Background: an optimization exercise with open tools, aiming at small area, a short achievable clock period and few clock cycles. Do not read the settings as production practice.
At most, simulation tests tie the RTL to the original design; equivalence was not proved.
Power figures rest on the tool's default switching activity, not on a simulated workload.

==> inputs of run a <==
// gsm7_codec
module gsm7_codec (
    input  wire        clk,
    input  wire        rst,
    input  wire        cmd_valid,
    output wire        cmd_ready,
    input  wire        cmd_dec,       
    input  wire [2:0]  cmd_pad,       
    input  wire [8:0]  cmd_len,       
    input  wire        in_valid,
    output wire        in_ready,
    input  wire [15:0] in_data,
    output reg         out_valid,
    output wire [15:0] out_data,
    output reg         done,
    output wire        done_err,
    output wire [8:0]  done_pos,
    output wire        done_escp
);
    localparam [6:0] ESC_MARK = 7'h1B;
    reg         busy;        
    reg         fresh;       
    reg         dec;         
    reg         cmd_rdy;
    reg         in_rdy;
    reg         fin;         
    reg  [8:0]  cnt;         
    reg         zw;          
    reg  [15:0] w;           
    reg         v0, v1;      
    reg         wesc;        
    reg         half;        
    reg  [2:0]  n;           
    reg  [6:0]  acc;         
    reg         esc;
    reg         err;
    reg  [8:0]  pos;         
    reg  [7:0]  out_lo;      
    reg         out_g;       
    reg         out_e;       
    assign cmd_ready = cmd_rdy;
    assign in_ready  = in_rdy;
    assign done_err  = err;
    assign done_pos  = pos;
    assign done_escp = esc;
    assign out_data  = {2'b00, out_e, 3'b000, out_g, out_g, out_lo};
    wire cmd_acc = cmd_valid & cmd_rdy;
    wire in_acc  = in_valid & in_rdy;
    wire        c_def;
    wire [6:0]  c_sept;
    gsm7_c2s u_c2s (.cu(w), .def_hit(c_def), .sept(c_sept));
    wire        e_tok  = busy && !dec && v0;             
    wire        e_two  = e_tok && wesc && !half;          
    wire        e_cons = e_tok && !e_two;                 
    wire [6:0]  e_sept = !e_tok ? 7'd0 : e_two ? ESC_MARK : c_sept;
  ...
==> flow/config.mk <==
export PLATFORM = sky130hd
export DESIGN_NAME = gsm7_codec
export DESIGN_NICKNAME = gsm7_codec
export VERILOG_FILES = /design/flow/design.v
export SDC_FILE = /design/flow/constraint.sdc
export NUM_CORES = 4
export LEC_CHECK = 0
export ABC_AREA = 1
export ABC_CLOCK_PERIOD_IN_PS = 3000
export CAP_MARGIN = 20
export CORE_MARGIN = 5
export CORE_UTILIZATION = 25
export CTS_BUF_LIST = sky130_fd_sc_hd__clkbuf_4 sky130_fd_sc_hd__clkbuf_8
export CTS_CLUSTER_SIZE = 30
export SETUP_SLACK_MARGIN = 5
export SLEW_MARGIN = 20
==> flow/constraint.sdc <==
create_clock -name core_clock -period 8.0 [get_ports {clk}]
set_input_delay 1.6000 -clock core_clock [delete_from_list [all_inputs] [get_ports {clk}]]
set_output_delay 1.6000 -clock core_clock [all_outputs]
set_load 0.01 [all_outputs]
standard.sh (not shown) runs the stock make flow with config.mk's settings and CLKGATE_MAP_FILE= SYNTH_SCRIPT=/design/flow/synth_recipe.tcl, a recipe that flattens the netlist after the stock synthesis.
==> flow/flow/run.sh <==
#!/bin/bash
set -euo pipefail
# the standard synthesis, unchanged
bash standard.sh synth > synth.log 2>&1
# the rest of the standard flow
bash standard.sh 'BUFFER_PORTS_ARGS=-buffer_cell sky130_fd_sc_hd__buf_1' \
    SETUP_SLACK_MARGIN=5.15 finish > layout.log 2>&1
==> run b (differences from run a) <==
==> flow/flow/run.sh (replaced) <==
#!/bin/bash
# Own flow: the standard flow, with the port buffers made from the
# smallest buffer cell instead of the default choice.
set -euo pipefail
# the standard synthesis, unchanged
bash standard.sh synth > synth.log 2>&1
# the rest of the standard flow
bash standard.sh 'BUFFER_PORTS_ARGS=-buffer_cell sky130_fd_sc_hd__buf_1' finish > layout.log 2>&1
GPL_TIMING_DRIVEN = 0   (was not set)
==> run c (differences from run a) <==
--- a/flow/design.v
+++ b/flow/design.v
@@ -1232,12 +1232,13 @@
     wire [7:0]  il = in_data[7:0];
     wire        in_esc = ((in_data[15:8] == 8'h00) &&
                           (il == 8'h5B || il == 8'h5C || il == 8'h5D || il == 8'h5E ||
                            il == 8'h7B || il == 8'h7C || il == 8'h7D || il == 8'h7E)) ||
                          (in_data == 16'h20AC);
-    wire [15:0] d_win  = w >> n;
-    wire [6:0]  d_sept = d_win[6:0];
+    wire [9:0]  d_s4   = n[2] ? w[13:4] : w[9:0];
+    wire [7:0]  d_s2   = n[1] ? d_s4[9:2] : d_s4[7:0];
+    wire [6:0]  d_sept = n[0] ? d_s2[7:1] : d_s2[6:0];
     wire        d_ext  = busy && dec && (cnt != 9'd0) && v0 && (n <= 3'd1 || v1);
     wire        d_shift = d_ext && (n != 3'd0);           
     wire        d_mark = (d_sept == ESC_MARK);
     wire [7:0]  d_lo;
     wire        d_g, d_e, d_eok;
==> flow/flow/run.sh (replaced) <==
#!/bin/bash
# Own flow: the standard flow, with the port buffers made from the
# smallest buffer cell instead of the default choice.
set -euo pipefail
# the standard synthesis, unchanged
bash standard.sh synth > synth.log 2>&1
# the rest of the standard flow
bash standard.sh 'BUFFER_PORTS_ARGS=-buffer_cell sky130_fd_sc_hd__buf_1' finish > layout.log 2>&1
SYNTH_HIERARCHICAL = 1   (was not set)
==> run d (differences from run a) <==
==> flow/flow/run.sh (replaced) <==
#!/bin/bash
# Own flow: the standard flow, with the port buffers made from the
# smallest buffer cell instead of the default choice.
set -euo pipefail
# the standard synthesis, unchanged
bash standard.sh synth > synth.log 2>&1
# the rest of the standard flow
bash standard.sh 'BUFFER_PORTS_ARGS=-buffer_cell sky130_fd_sc_hd__buf_1' finish > layout.log 2>&1
TNS_END_PERCENT = 0   (was not set)
==> notes <==
- Of run a and run c, run a has the higher maximum frequency (gap 4.4%, measured against run c).
- The highest routed wire length belongs to run c, the lowest to run d.
- Of run a and run d, run a has the higher clock-buffer cell count (gap 2).
- Global-route usage: run b > run c > run d > run a.
- Between run c and run a, the lower sequential share of layout area is in run c (gap 0.20 points).
- Via count: run d < run c < run b < run a.
==> figures <==
Clk pwr: run d 0.253 mW; run c 0.335 mW; run a 0.280 mW; run b 0.353 mW
Number of vias per cell: run d 4.971; run c 4.889; run a 5.092; run b 5.052
Combinational group power: run d 0.285 mW; run c 0.337 mW; run a 0.337 mW; run b 0.313 mW
Min cycle time layout: run d 2.979 ns; run c 2.878 ns; run a 2.755 ns; run b 2.835 ns
Worst-Skew Late Latency: run d 0.36 ns; run c 0.39 ns; run a 0.36 ns; run b 0.37 ns
Pin count of the biggest net entering global routing: run d 27; run c 24; run a 27; run b 14
Largest voltage drop on the vdd net: run d 0.09459 mV; run c 0.09084 mV; run a 0.1041 mV; run b 0.1227 mV
Global routing met2 resource utilization: run d 22.00%; run c 23.21%; run a 21.90%; run b 22.94%
Cell with the biggest individual delay on the critical path: run d sky130_fd_sc_hd__nor2_1; run c sky130_fd_sc_hd__edfxtp_1; run a sky130_fd_sc_hd__mux2_2; run b sky130_fd_sc_hd__edfxtp_1
Non-clock buffer contribution to total cell area: run d 6.110%; run c 9.871%; run a 10.75%; run b 8.785%
CP max FO: run d 16; run c 8; run a 11; run b 11
Result of the run: run d timing/DRC/antenna clean; run c timing/DRC/antenna clean; run a timing/DRC/antenna clean; run b timing/DRC/antenna clean
Startpoint of the lowest-slack hold path: run d pos[8]$_SDFFE_PP1P_; run c acc[5]$_SDFFE_PP0P_; run a pos[8]$_SDFFE_PP1P_; run b pos[8]$_SDFFE_PP1P_
Sequential group power: run d 0.406 mW; run c 0.407 mW; run a 0.405 mW; run b 0.399 mW
Testbench counts of run a, summed over its fixed seeds: cycles 15,854.
Testbench counts of run b, summed over its fixed seeds: cycles 15,854.
Testbench counts of run d, summed over its fixed seeds: cycles 15,854.
Only the layout flow was run in run c; the RTL was not checked for function there.

==> afterwards: timing with drivers on the ports <==
How much do the figures lean on ideal ports? The routed layouts below were timed once more, with nothing changed but the port constraints. Step 1 (the two cells are an assumption about what drives the block):
set clk [get_ports {clk}]
set_driving_cell -lib_cell sky130_fd_sc_hd__clkbuf_16 $clk
set_driving_cell -lib_cell sky130_fd_sc_hd__buf_2 [delete_from_list [all_inputs] $clk]
Step 2, shift: input delay + t, output delay - t, t = (earliest + latest rising clock arrival at the registers) / 2. This alone moves slack from input paths to output paths. a / b / c = no drivers / after step 1 / after step 2; a / b = the first two.
| run | shift t [ns] | setup slack, ns | worst setup path after step 2 | cell pins on the clock port's net |
|---|---|---|---|---|
| run a | 0.382 | 5.245 / 5.252 / 4.870 | input to register | 1 |
| run b | 0.395 | 5.165 / 5.165 / 4.894 | input to register | 1 |
| run c | 0.415 | 5.122 / 5.122 / 4.857 | input to register | 1 |
| run d | 0.390 | 5.021 / 5.021 / 4.688 | input to register | 1 |
After both steps setup and hold are still met in every run listed. The setup slack of run a, which loses most, moves by +0.007 ns with the drivers and by -0.375 ns with both steps.
